From an optimization exercise on the open Yosys and OpenROAD flow, aimed at small area, a short achievable clock period and few clock cycles; shortcuts taken in it are not production practice. RTL that was checked went through simulation tests only; none was proved equivalent to the original. Function not checked in run 1: the RTL went through the layout flow alone.

==> flow/design.v (outline; a module is shown in full before it is edited, if it fits) <==
// module bn_resp: 52 lines
// module bluenumi_led: 1030 lines
module bluenumi_led (
    input  wire        clk,
    input  wire        rst,           
    input  wire        cmd_valid,
    output wire        cmd_ready,
    input  wire [63:0] cmd_word,
    input  wire [31:0] cmd_now,       
    output wire        rsp_valid,
    output wire [3:0]  rsp_status,
    output wire [31:0] led_level      
);
  // ...
==> flow/flow/run.sh <==
#!/bin/bash
# The standard layout (standard.sh), with one change: the buffers that
# buffer_ports puts on every input and output port are sky130_fd_sc_hd__buf_1
# cells instead of the tool's default pick (clkdlybuf4s50_1, a delay cell).
# ORFS's own logs go to orfs/logs; make's output goes to standard.log.
set -euo pipefail
bash standard.sh 'BUFFER_PORTS_ARGS=-buffer_cell sky130_fd_sc_hd__buf_1' finish > standard.log 2>&1
==> flow/standard.sh <==
#!/bin/bash
# synth_recipe.tcl (not shown) runs the flow's synth.tcl, then flattens the netlist and writes it again
# the make line also repeats each setting of config.mk as NAME=value (left out here)
make -C /OpenROAD-flow-scripts/flow DESIGN_CONFIG=/design/flow/config.mk WORK_HOME=/design/flow/orfs CLKGATE_MAP_FILE= SYNTH_SCRIPT=/design/flow/synth_recipe.tcl "${@:-finish}"
==> flow/config.mk <==
export PLATFORM = sky130hd
export DESIGN_NAME = bluenumi_led
export DESIGN_NICKNAME = bluenumi_led
export VERILOG_FILES = /design/flow/design.v
export SDC_FILE = /design/flow/constraint.sdc
export NUM_CORES = 4
export LEC_CHECK = 0
export ABC_AREA = 1
export CAP_MARGIN = 20
export CORE_MARGIN = 2
export CORE_UTILIZATION = 45
export PLACE_DENSITY = 0.6
export SLEW_MARGIN = 20
export SYNTH_HIERARCHICAL = 1
export SYNTH_MEMORY_MAX_BITS = 131072
==> flow/constraint.sdc <==
create_clock -name core_clock -period 30.0 [get_ports {clk}]
set_input_delay 6.0000 -clock core_clock [delete_from_list [all_inputs] [get_ports {clk}]]
set_output_delay 6.0000 -clock core_clock [all_outputs]
set_load 0.01 [all_outputs]
==> summary.md, run 1 <==
| Metric | Value |
|---|---|
| Max Slew Vio Count | `0` |
| I/O pin count | `approximately 140` |
| Worst-path fanout max | `5` |
| Cts hold-fix bufs | `0` |
| Worst Hold End | `led_paused` |
| Clock Latency Late Sink | `around 0.31 ns` |
| CTS Root Cell | `clkbuf_16` |
| Hold Crit Start | `led_paused` |
| YS warnings | `8` |
| Top class by area | `multi-input gates` |
| Max Clock Skew | `0.0116 ns` |
| Compound-cell area share of the yosys netlist | `13.2%` |
| Met2 usage | `between 40% and 50%` |
| Die area | `19000 µm²` |
| Worst Setup EP | `rsp_status[1]` |
| Num Clock Sinks | `52` |
| Post-synthesis instance area | `just over 8000 µm²` |
| Ys async rst share | `0%` |
| DP Cell Count | `~1600` |
| Slew @ Worst Pin | `0.860 ns` |
| Adder-cell share of the synthesized area | `20.0%` |
| Initial Utilization | `approximately 46%` |
| #MultiIn Comb | `941` |
| Synth Flop Type | `dfxtp_1` |
| I/O Buffers | `135` |
| Pin count of the biggest net entering global routing | `33` |
| WL/cell | `15.6 µm` |
| Outcome | `timing/DRC/antenna clean` |
| Reg-to-Reg End | `lvl[0][6]` |
| Setup violators final | `0` |
| Top reg by flops | `lvl` |
| Syn_nets | `1450` |
| Rel. slew slack | `42.4%` |
| Final worst setup slack | `between 15 and 20 ns` |
| Most numerous cell in the Yosys netlist | `nand2_1` |
| Final core utilization | `51.3%` |
| Max incr delay on CP | `about 0.18 ns` |
| Routability cong. | `0.981` |
==> inputs of run 2 (changes only) <==
--- a/flow/design.v
+++ b/flow/design.v
@@ -60,16 +60,17 @@
     output wire        rsp_valid,
     output wire [3:0]  rsp_status,
     output wire [31:0] led_level      
 );
     reg        led_en;
     reg        led_paused;
     reg        led_pattern;
     reg  [7:0] lvl [0:3];
+    reg        rst_q;        
     reg        busy;         
     reg        phase;        
     reg        upd_q;        
     reg        rnz_q;        
     reg  [2:0] a_q;          
     reg  [1:0] t_q;          
     reg  [7:0] s2_q;         
     wire accept, ok, rnz, two_cyc, live_upd, is_pause, is_res, is_en, is_pat;
@@ -1024,37 +1025,42 @@
     assign cos_n288 = ~cos_n278 & ~cos_n287;
     assign cos_n289 = ~cos_n275 & cos_n288;
     assign cos_n290 = cos_n67 & cos_n114;
     assign cos_n291 = cos_n196 & ~cos_n240;
     assign cos_n292 = ~cos_n290 & cos_n291;
     assign cos_n293 = ~cos_n289 & cos_n292;
     assign c_q[0] = ~cos_n274 & ~cos_n293;
     wire       eval  = busy & upd_q;
+    wire       zap   = busy & ~upd_q & ~rnz_q;
     wire [1:0] r_ch  [0:3];
     wire [3:0] wr_ch;
     genvar k;
     generate
         for (k = 0; k < 4; k = k + 1) begin : g_ch
             wire [1:0] kk = led_pattern ? k : 2'd0;
             assign r_ch[k]   = j_q[1:0] + kk;
             assign wr_ch[k]  = eval & (~led_pattern | (r_ch[k][0] == phase));
             wire use_c = wr_ch[k] & (r_ch[k][0] ^ r_ch[k][1]);
             wire use_s = wr_ch[k] & ~(r_ch[k][0] ^ r_ch[k][1]);
-            assign led_level[8*k +: 8] = ({8{use_c}} & c_q) | ({8{use_s}} & s_q) | ({8{~wr_ch[k]}} & lvl[k]);
+            wire keep  = ~rst_q & ~wr_ch[k] & ~zap;
+            assign led_level[8*k +: 8] = ({8{use_c}} & c_q) | ({8{use_s}} & s_q) | ({8{keep}} & lvl[k]);
         end
     endgenerate
     integer i;
     always @(posedge clk) begin
+        rst_q <= rst;
+        for (i = 0; i < 4; i = i + 1)
+            lvl[i] <= led_level[8*i +: 8];
+    end
+    always @(posedge clk) begin
         if (rst) begin
             led_en      <= 1'b1;
             led_paused  <= 1'b0;
             led_pattern <= 1'b0;
-            for (i = 0; i < 4; i = i + 1)
-                lvl[i] <= 8'd0;
             busy        <= 1'b0;
             phase       <= 1'b0;
         end else begin
             if (accept) begin
                 busy  <= two_cyc;
                 phase <= 1'b0;
                 upd_q <= live_upd & ok;
                 rnz_q <= rnz;
@@ -1070,13 +1076,11 @@
                     led_paused <= 1'b1;
                 if (is_res)
                     led_paused <= 1'b0;
                 if (is_en)
                     led_en <= b0;
                 if (is_pat)
                     led_pattern <= b0;
             end
-            for (i = 0; i < 4; i = i + 1)
-                lvl[i] <= (accept & ok & is_en & ~b0) ? 8'd0 : led_level[8*i +: 8];
         end
     end
 endmodule
==> run 2 against run 1 <==
  * Synthesized cell count down 3.0%
  * Clock skew decreased by 0.0023 ns
  * Largest cell class unchanged
  * Design area is 1.1% lower
  * Critical endpoint is now rsp_valid
  * Sequential cell count is 1 higher
  * Cell count decreased by 2.4%
  * First-iteration DRC count shrank 6.8%
  * Global-route usage down 0.32 points
  * Count of clock-buffer cells in the layout unchanged
==> summary.md, run 2 <==
| Metric | Value |
|---|---|
| Seq cells post-synth | `53` |
| Initial Utilization | `46.2% (-0.14 points)` |
| I/O pin count | `137 (unchanged)` |
| GRT Overall Usage | `27.0%` |
| Crit. End Element | `output pin` |
| Top cells by count, synth | `334 x nand2_1, 214 x inv_1, 107 x nor2_1` |
| Total iterations of the first detailed-routing run | `5` |
| Post-synthesis instance area | `8020 µm² (-0.64%)` |
| Synth top area cells | `fa_1 17%, nand2_1 16%, inv_1 10%` |
| Fmax achieved | `76.8 MHz` |
| Synth Flop Type | `dfxtp_1` |
| Placed inst area | `~8700 µm²` |
| Final Cycle Share | `43.4%` |
| Max_cap viols | `0` |
| CTS Root Cell | `clkbuf_16` |
| Cts hold-fix bufs | `0 (unchanged)` |
| Final Hold Vio Count | `0` |
| Clock Latency Late Sink | `0.31 ns (about the same)` |
| Vias in the first global route | `7919` |
| WL/cell | `15.8 µm (+1.7%)` |
| I/O Buffers | `135 (unchanged)` |
| DR iter-0 viols | `605` |
| Num CTS Buffers | `5` |
| Pin count of the biggest net entering global routing | `27 (-18%)` |
| WL final | `24900 µm` |
| Routability cong. | `0.992 (+1.1%)` |
| Minimum clock period after layout | `roughly 13 ns` |
| Min-Delay Path Class | `register to register` |
| Max Root-Sink Buffers | `2` |
| Routed Antenna Nets | `0` |
| P&R area growth vs syn | `10.1%` |
| Most numerous cell in the Yosys netlist | `nand2_1` |
| Clock tree from TritonCTS | `yes` |
| Ys async rst share | `0% (unchanged)` |
| Outcome | `timing/DRC/antenna clean` |
| Setup TNS | `0 ns` |
| Vias after detailed routing | `8255` |
| Die Wd | `137 µm` |
| H-tree levels | `2` |
| Core ar. | `17400 µm²` |
| Global route overflow | `0` |
| Setup crit start kind | `input port` |
| Max Slew Vio Count | `0 (unchanged)` |
| Worst-path fanout max | `5 (unchanged)` |
| Setup violators final | `0 (unchanged)` |
| Worst-path clk slew | `0.07 ns` |
| Slew @ Worst Pin | `1.06 ns (+0.199 ns)` |
| Final instance area | `~9000 µm²` |
| Row cnt | `48` |
| Num Clock Sinks | `53 (+1.9%)` |
| Filler Cells Inserted | `1880` |
| Syn Inst Count | `1224` |
| Nets | `between 1500 and 2000` |
| Mean Syn Cell Area | `6.55 µm²` |
| EDFF count, synth | `15` |
| Max reg flops | `32` |
| Die area | `18900 µm² (-0.62%)` |
| Global-route wire length before repair | `around 40000 µm` |
| Register area share after synthesis | `15.1%` |
| Layout cell share with drive strength beyond 1 | `9.14%` |
| Initial antenna violation count | `1` |
| Top cell type's share of synthesized area | `16.7%` |
| Synth area leader | `fa_1` |
| Most frequent cells in the layout | `334 x nand2_1, 214 x inv_1, 135 x buf_1` |
| Rel. slew slack | `29.1% (-13 points)` |
| Syn_nets | `1412 (-2.6%)` |
| Setup Buffers After CTS | `0` |
| CP arrival | `7.02 ns` |
| Synth cell types | `63` |
| Kind of critical path | `input port to output pin` |
| YS warnings | `8 (unchanged)` |
| Most common cell after layout, fill and taps aside | `nand2_1` |
| Hpwl dp | `~20000 µm` |
| Biggest regs | `lvl (32), s2_q (8), a_q (3)` |
| Top reg by flops | `lvl` |
| Required time of the critical path | `24.00 ns` |
| Die Ht | `137 µm` |
| DRC Markers | `0` |
| Post-cts gate resize count | `0` |
| RSZ-0062 raised after global routing | `no` |
| Max Clock Skew | `0.00934 ns (-0.00229 ns)` |
| Via-to-Cell Ratio | `5.25` |
-- run 2: changes by cell type in the layout (fill, tap and decap cells not counted), moves of 7 or more --
cell,delta
nand2_2,+9
a31oi_1,-7
o21ai_0,+14
nand2_1,-25
o21ai_1,-7
nor2_2,+7
a21oi_1,-30
-- run 2: final cells by class --
| cell class | count | area (µm²) | area share (%) |
|---|---|---|---|
| tap | 225 | 282 | 3.19 |
| clock inverter | 3 | 25.0 | 0.283 |
| multi-input combinational | 912 | 5770 | 65.3 |
| clock buffer | 5 | 125 | 1.42 |
| timing repair buffer | 139 | 537 | 6.08 |
| inverter | 234 | 883 | 10.0 |
| sequential | 53 | 1210 | 13.7 |
| antenna | 1 | 2.50 | 0.0283 |
-- run 2: critical path, stage by stage --
cell and delay (ns):
buf_1 0.20, nand2_1 0.08, nor2_1 0.13, nand2_2 0.10, or2_1 0.24, nand3_1 0.07
a21oi_1 0.07, buf_1 0.14
-- run 2: layer usage --
metal | vias up | part of all wire, % | wire length [µm] | GRT usage, %
li1 | 4072 | - | - | -
met1 | 3799 | 43 | 10800 | 35.0
met2 | 307 | 47 | 11800 | 45.1
met3 | 77 | 5.4 | 1350 | 3.42
met4 | 0 | 4.1 | 1010 | 11.8
met5 | - | 0 | 0 | 0
-- run 2: per-stage QoR --
step | hold slack (ns) | instances | util (%) | setup WS (ns)
2_1_floorplan | 0.428 | 1224 | - | 17.25
5_1_grt | 0.494 | 1571 | 50.9 | 16.88
3_3_place_gp | 0.449 | 1563 | 50.0 | 17.01
6_report | 0.461 | 1572 | 50.9 | 16.98
4_1_cts | 0.471 | 1571 | 50.9 | 16.98
3_5_place_dp | 0.449 | 1563 | 50.0 | 16.98
-- run 2: path summary, 6_finish.rpt --
check | depth (start not counted) | slack (ns) | from | endpoint
max | 8 | 16.98 | cmd_word[56] | rsp_valid
min | 2 | 0.46 | led_en | led_en
max reg2reg | 34 | 24.18 | s2_q[0] | lvl[3][5]
min reg2reg | 2 | 0.46 | led_en | led_en
-- run 2: logic make-up after synthesis --
| logic type | after synthesis | synth area share (%) |
|---|---|---|
| compound gates | 148 | 11.7 |
| other cells | 1 | 0.0468 |
| buf+inv | 259 | 13.0 |
| fa+ha+maj | 89 | 20.2 |
| flops | 53 | 15.1 |
| simple gates | 655 | 37.9 |
| xor+xnor | 19 | 2.08 |
-- run 2: modules after synthesis, one instance, submodules excluded --
module | flip-flops and latches | cells inside | cell area, µm²
bluenumi_led | 53 | 1101 | 7480
bn_resp | 0 | 123 | 543
Testbench counts of run 2, summed over its fixed seeds: cycles 37,036.
==> inputs of run 3 (changes only) <==
==> flow/flow/run.sh (replaced) <==
#!/bin/bash
# The standard layout (standard.sh) with two changes:
# - the buffers that buffer_ports puts on every input and output port are
#   sky130_fd_sc_hd__buf_1 cells instead of the tool's default pick
#   (clkdlybuf4s50_1, a delay cell);
# - after the standard synthesis, flow/fa_polarity.py removes inverters around
#   the full-adder cells (a full adder is self-dual, so each one may work on
#   complemented signals); the netlist computes the same function and keeps
#   every register, then the standard flow goes on from it.
# Logs: synth.log and standard.log (make's output), fa_polarity.log, and
# ORFS's own logs under orfs/logs.
set -euo pipefail
ARGS='BUFFER_PORTS_ARGS=-buffer_cell sky130_fd_sc_hd__buf_1'
R=orfs/results/${FLOW_PLATFORM:-sky130hd}/bluenumi_led/base
bash standard.sh "$ARGS" synth > synth.log 2>&1
python3 flow/fa_polarity.py "$R/1_2_yosys.v" > fa_polarity.log 2>&1
rm -f "$R/1_synth.odb" "$R/1_synth.sdc"
bash standard.sh "$ARGS" finish > standard.log 2>&1
==> flow/flow/fa_polarity.py (new file) <==
#!/usr/bin/env python3
"""Remove inverters around full-adder cells in a Yosys netlist.

A full adder is self-dual: FA(~a, ~b, ~c) = (~cout, ~sum). Yosys's adder
extraction often leaves inverters between full adders; this script chooses,
for every sky130 fa cell, whether it computes on true or on complemented
signals so that as few inverters as possible are needed, and rewrites the
netlist with that choice. Every other cell keeps the same logical inputs, so
the netlist computes the same function. Registers are not touched.

usage: fa_polarity.py NETLIST.v   (rewrites the file in place)
"""
import random
import re
import sys

OUT_PINS = {"X", "Y", "Q", "Q_N", "SUM", "COUT", "HI", "LO"}
INV_RE = re.compile(r"sky130_fd_sc_hd__(clk)?inv_\d+$")
FA_RE = re.compile(r"sky130_fd_sc_hd__fa_\d+$")

path = sys.argv[1]
text = open(path).read()

mstart = text.index("module ")
mend = text.rindex("endmodule")
body = text[mstart:mend]

# ports
ports = set()
for m in re.finditer(r"^\s*(input|output)\s+(\[[^\]]*\]\s*)?([^;]+);", body, re.M):
    for n in m.group(3).split(","):
        ports.add(n.strip())

def base(net):
    net = net.strip()
    if net.startswith("\\"):
        return net.split(" ")[0][1:].split("[")[0]
    return net.split("[")[0]

cell_re = re.compile(r"^(\s*)(sky130_fd_sc_hd__\w+)\s+(\S+)\s*\((.*?)\);\s*$", re.S | re.M)
cells = []
for m in cell_re.finditer(body):
    pins = []
    for pm in re.finditer(r"\.(\w+)\(([^()]*)\)", m.group(4)):
        pins.append([pm.group(1), pm.group(2).strip()])
    cells.append({"type": m.group(2), "name": m.group(3), "pins": pins,
                  "span": m.span(), "indent": m.group(1)})

assign_rhs = []
for m in re.finditer(r"^\s*assign\s+(.+?)\s*=\s*(.+?);", body, re.M):
    assign_rhs.append(m.group(2).strip())

driver = {}
for ci, c in enumerate(cells):
    for p, n in c["pins"]:
        if p in OUT_PINS:
            driver[n] = (ci, p)

def is_inv(c):
    return bool(INV_RE.match(c["type"]))

def is_fa(c):
    return bool(FA_RE.match(c["type"]))

def root(net):
    """(root net, parity) through inverter chains."""
    par = 0
    seen = 0
    while net in driver and is_inv(cells[driver[net][0]]) and seen < 100:
        c = cells[driver[net][0]]
        net = dict(c["pins"])["A"]
        par ^= 1
        seen += 1
    return net, par

# consumers: (cell index or None, pin index or None, root, parity)
consumers = {}
fixed_roots = set()
for ci, c in enumerate(cells):
    if is_inv(c):
        y = dict(c["pins"])["Y"]
        if base(y) in ports:
            r, _ = root(y)
            fixed_roots.add(r)
        continue
    for pi, (p, n) in enumerate(c["pins"]):
        if p in OUT_PINS:
            continue
        r, par = root(n)
        consumers.setdefault(r, []).append((ci, pi, par))
for n in assign_rhs:
    r, _ = root(n)
    fixed_roots.add(r)
# an inverter output used by anything we do not rewrite keeps its tree as is
inv_outs = {dict(c["pins"])["Y"] for c in cells if is_inv(c)}
for n in assign_rhs:
    if n in inv_outs:
        fixed_roots.add(root(n)[0])

roots = [r for r in consumers if r not in fixed_roots]
fa_cells = [ci for ci, c in enumerate(cells) if is_fa(c)]
fa_out_roots = {}
for ci in fa_cells:
    for p, n in cells[ci]["pins"]:
        if p in OUT_PINS:
            fa_out_roots.setdefault(ci, []).append(n)
# an fa whose output tree is fixed may not flip
frozen = {ci for ci in fa_cells if any(n in fixed_roots or base(n) in ports for n in fa_out_roots[ci])}

def root_cost(r, flip):
    d = driver.get(r)
    avail = flip.get(d[0], 0) if d is not None else 0
    need_inv = False
    for ci, pi, par in consumers[r]:
        q = par ^ (flip.get(ci, 0) if is_fa(cells[ci]) else 0)
        if q != avail:
            need_inv = True
            break
    return 1 if need_inv else 0

def total(flip):
    return sum(root_cost(r, flip) for r in roots)

# roots each fa touches
touch = {ci: set() for ci in fa_cells}
for r in roots:
    d = driver.get(r)
    if d is not None and d[0] in touch:
        touch[d[0]].add(r)
    for ci, pi, par in consumers[r]:
        if ci in touch:
            touch[ci].add(r)

orig_invs = sum(1 for c in cells if is_inv(c))
best = {}
best_cost = total(best)
start_cost = best_cost
rng = random.Random(1)
movable = [ci for ci in fa_cells if ci not in frozen]
for restart in range(30):
    flip = {} if restart == 0 else {ci: rng.randint(0, 1) for ci in movable}
    improved = True
    while improved:
        improved = False
        order = movable[:]
        rng.shuffle(order)
        for ci in order:
            before = sum(root_cost(r, flip) for r in touch[ci])
            flip[ci] = flip.get(ci, 0) ^ 1
            after = sum(root_cost(r, flip) for r in touch[ci])
            if after < before:
                improved = True
            else:
                flip[ci] ^= 1
    cost = total(flip)
    if cost < best_cost:
        best_cost, best = cost, dict(flip)

# inverters outside the rewritten trees stay
keep_inv = set()
rewritten = set(roots)
for ci, c in enumerate(cells):
    if is_inv(c):
        r, _ = root(dict(c["pins"])["Y"])
        if r not in rewritten:
            keep_inv.add(ci)

# the outputs of a flipped fa carry complemented values: give them new names
rename = {}
for ci in fa_cells:
    if best.get(ci, 0):
        for n in fa_out_roots[ci]:
            if n.startswith("\\"):
                rename[n] = n + "_n"
            elif re.match(r"^[A-Za-z_][A-Za-z0-9_$]*$", n):
                rename[n] = n + "n"

def emit(net):
    net = rename.get(net, net)
    # an escaped identifier ends at white space
    return net + " " if net.startswith("\\") else net

# rebuild
new_cells = []
new_wires = []
pin_net = {}
k = 0
for r in roots:
    d = driver.get(r)
    avail = best.get(d[0], 0) if d is not None else 0
    inv_net = None
    for ci, pi, par in consumers[r]:
        q = par ^ (best.get(ci, 0) if is_fa(cells[ci]) else 0)
        if q == avail:
            pin_net[(ci, pi)] = r
        else:
            if inv_net is None:
                k += 1
                inv_net = f"_polinv{k}_"
                new_wires.append(inv_net)
                new_cells.append(f"  sky130_fd_sc_hd__inv_1 _polinv{k}_cell_ (\n    .A({emit(r)}),\n    .Y({inv_net})\n  );\n")
            pin_net[(ci, pi)] = inv_net

out = []
pos = 0
for ci, c in enumerate(cells):
    s, e = c["span"]
    out.append(body[pos:s])
    pos = e
    if is_inv(c) and ci not in keep_inv:
        continue
    pins = []
    for pi, (p, n) in enumerate(c["pins"]):
        pins.append(f"    .{p}({emit(pin_net.get((ci, pi), n))})")
    out.append(f"{c['indent']}{c['type']} {c['name']} (\n" + ",\n".join(pins) + "\n  );")
out.append(body[pos:])
new_body = "".join(out)
decl = "".join(f"  wire {emit(w)};\n" for w in new_wires) + "".join(f"  wire {w}{' ' if w.startswith(chr(92)) else ''};\n" for w in sorted(rename.values()))
new_body = new_body.rstrip() + "\n" + decl + "".join(new_cells)
open(path, "w").write(text[:mstart] + new_body + "\n" + text[mend:])
print(f"fa cells {len(fa_cells)} (frozen {len(frozen)}), flipped {sum(best.values())}; "
      f"inverters {orig_invs} -> {len(keep_inv) + k} (rewritten trees: {start_cost} -> {best_cost})")
==> run 3 against run 2 <==
  * Largest cell class unchanged
  * Cell count fell by 5.9%
  * Design area decreased by 3.7%
  * Critical endpoint is now rsp_status[2]
  * First-iteration DRC count up 9.3%
  * Count of clock-buffer cells in the layout unchanged
  * Worst setup slack worse by 0.0038 ns
  * Still clean on timing, DRC and antenna
==> summary.md, run 3 <==
| Metric | Value |
|---|---|
| Crit. End Element | `output pin` |
| Pin count of the biggest net entering global routing | `27 (unchanged)` |
| Post-synthesis instance area | `7680 µm² (-4.2%)` |
| Routability cong. | `0.996 (+0.46%)` |
| Final instance area | `8500 µm² (-3.7%)` |
| Biggest regs | `lvl (32), s2_q (8), a_q (3)` |
| CTS Root Cell | `clkbuf_16` |
| Initial antenna violation count | `0 (-1)` |
| Syn_nets | `1324 (-6.2%)` |
| Worst-path fanout max | `5 (unchanged)` |
| Layout cell share with drive strength beyond 1 | `8.41% (-0.73 points)` |
| Routed Antenna Nets | `0 (unchanged)` |
| GRT Overall Usage | `27.0% (+0.062 points)` |
| Hold Slack | `0.476 ns (+0.0151 ns)` |
| I/O Buffers | `135 (unchanged)` |
| Syn Inst Count | `1136 (-7.2%)` |
| Slew @ Worst Pin | `1.03 ns (-0.0276 ns)` |
| Post-cts gate resize count | `0 (unchanged)` |
| RSZ-0062 raised after global routing | `no` |
| Max_cap viols | `0 (unchanged)` |
| Antenna Cells | `0 (-1)` |
| Core ar. | `16600 µm² (-4.1%)` |
| Max Clock Skew | `0.0106 ns (+0.00124 ns)` |
| Most frequent cells in the layout | `334 x nand2_1, 146 x inv_1, 135 x buf_1` |
| Clock Latency Late Sink | `0.31 ns (about the same)` |
| Setup TNS | `0 ns (unchanged)` |
| Setup crit start kind | `input port` |
| Setup violators final | `0 (unchanged)` |
| Final core utilization | `51.1% (+0.21 points)` |
| Max Slew Vio Count | `0 (unchanged)` |
| Global route overflow | `0 (unchanged)` |
| Final Hold Vio Count | `0 (unchanged)` |
| Die Ht | `135 µm (-2.1%)` |
| Vias in the first global route | `7805 (-1.4%)` |
| Max reg flops | `32 (unchanged)` |
| YS warnings | `8 (unchanged)` |
| I/O pin count | `137 (unchanged)` |
| Rel. slew slack | `31.0% (+1.8 points)` |
| Mean Syn Cell Area | `6.76 µm² (+3.2%)` |
| Clock tree from TritonCTS | `yes` |
| Fmax achieved | `76.8 MHz (about the same)` |
| Max Root-Sink Buffers | `2 (unchanged)` |
| Num Clock Sinks | `53 (unchanged)` |
| WL/cell | `16.1 µm (+2.0%)` |
| Required time of the critical path | `24.00 ns (about the same)` |
| Min-Delay Path Class | `register to register` |
| Placed inst area | `8350 µm² (-3.8%)` |
| Nets | `1447 (-5.6%)` |
| Worst-path clk slew | `0.07 ns (about the same)` |
| Outcome | `timing/DRC/antenna clean` |
| Vias after detailed routing | `7983 (-3.3%)` |
| Total iterations of the first detailed-routing run | `5 (unchanged)` |
| WL final | `23900 µm (-4.0%)` |
| Cts hold-fix bufs | `0 (unchanged)` |
| Via-to-Cell Ratio | `5.39 (+2.7%)` |
| Top reg by flops | `lvl` |
| DRC Markers | `0 (unchanged)` |
| Most common cell after layout, fill and taps aside | `nand2_1` |
| Final Cycle Share | `43.4% (about the same)` |
| Hpwl dp | `19100 µm (-4.4%)` |
| CP arrival | `7.03 ns (about the same)` |
| Die area | `18100 µm² (-4.1%)` |
| Initial Utilization | `46.2% (about the same)` |
| H-tree levels | `2 (unchanged)` |
| Row cnt | `47 (-2.1%)` |
| Kind of critical path | `input port to output pin` |
| Num CTS Buffers | `5 (unchanged)` |
| Global-route wire length before repair | `39000 µm (-1.6%)` |
| P&R area growth vs syn | `10.6%` |
| DR iter-0 viols | `661 (+9.3%)` |
| Die Wd | `135 µm (-2.1%)` |
| Setup Buffers After CTS | `0 (unchanged)` |
| Minimum clock period after layout | `13.03 ns (+0.00380 ns)` |
-- run 3: routing by layer --
metal  GRT usage, %  vias up  share of wire, %
met3           4.28       59               6.9
met1           35.3     3696                42
li1               -     3915                 -
met2           45.6      313                48
met5              0        -                 0
met4           9.30        0               2.7
-- run 3: final cells by class --
type                    instances  area, µm²
clock buffers                   5        125
fillers                      1754       8140
inverters                     146        548
well taps                     220        275
repair buffers                141        552
flip-flops and latches         53       1210
multi-input cells             912       5770
clock inverters                 3       25.0
-- run 3: path summary, 6_finish.rpt --
path,start,endpoint,slack [ns],cells after the start
min reg2reg,led_en,led_en,0.48,2
max,cmd_word[63],rsp_status[2],16.97,9
min,led_en,led_en,0.48,2
max reg2reg,s2_q[0],lvl[0][5],24.05,35
-- run 3: per-stage QoR --
stage | std cells | setup slack (ns)
2_1_floorplan | 1136 | 17.24
3_3_place_gp | 1472 | 17.00
3_5_place_dp | 1472 | 16.98
4_1_cts | 1480 | 16.97
5_1_grt | 1480 | 16.83
6_report | 1480 | 16.97
-- run 3: critical path, cell delays in order --
cell and delay (ns):
buf_1 0.08, inv_1 0.08, nand2_2 0.06, nor2_4 0.17, nand3_2 0.12, inv_1 0.10, o21ai_1 0.09, nor3_2 0.15
buf_1 0.17

## afterwards: timing with drivers on the ports
How much do the figures lean on ideal ports? The routed layouts below were timed once more, with nothing changed but the port constraints.
Step 1 assumes that a clkbuf_16 drives the clock port and a buf_2 every other input.
Step 2 adds t to the input delays and takes it off the output delays; t is the mean of the earliest and latest rising clock arrival at the registers after step 1. Input paths then give back, and output paths get back, about the clock's delay inside the block.
Three values: ideal, step 1, step 2; two values: the first two.
run	shift t [ns]	slack for setup (ns)	hold WS [ns]	latest minus earliest clock arrival (ns)
run 1	0.344	16.982 / 16.956 / 16.956	0.478 / 0.478 / 0.478	0.011 / 0.012
run 2	0.347	16.978 / 16.953 / 16.953	0.461 / 0.461 / 0.461	0.009 / 0.009
run 3	0.345	16.974 / 16.952 / 16.952	0.476 / 0.476 / 0.476	0.011 / 0.011
After both steps every run listed still meets setup and hold. For run 1, which loses most, drivers alone change the setup slack by -0.026 ns; drivers and shift together by -0.026 ns.
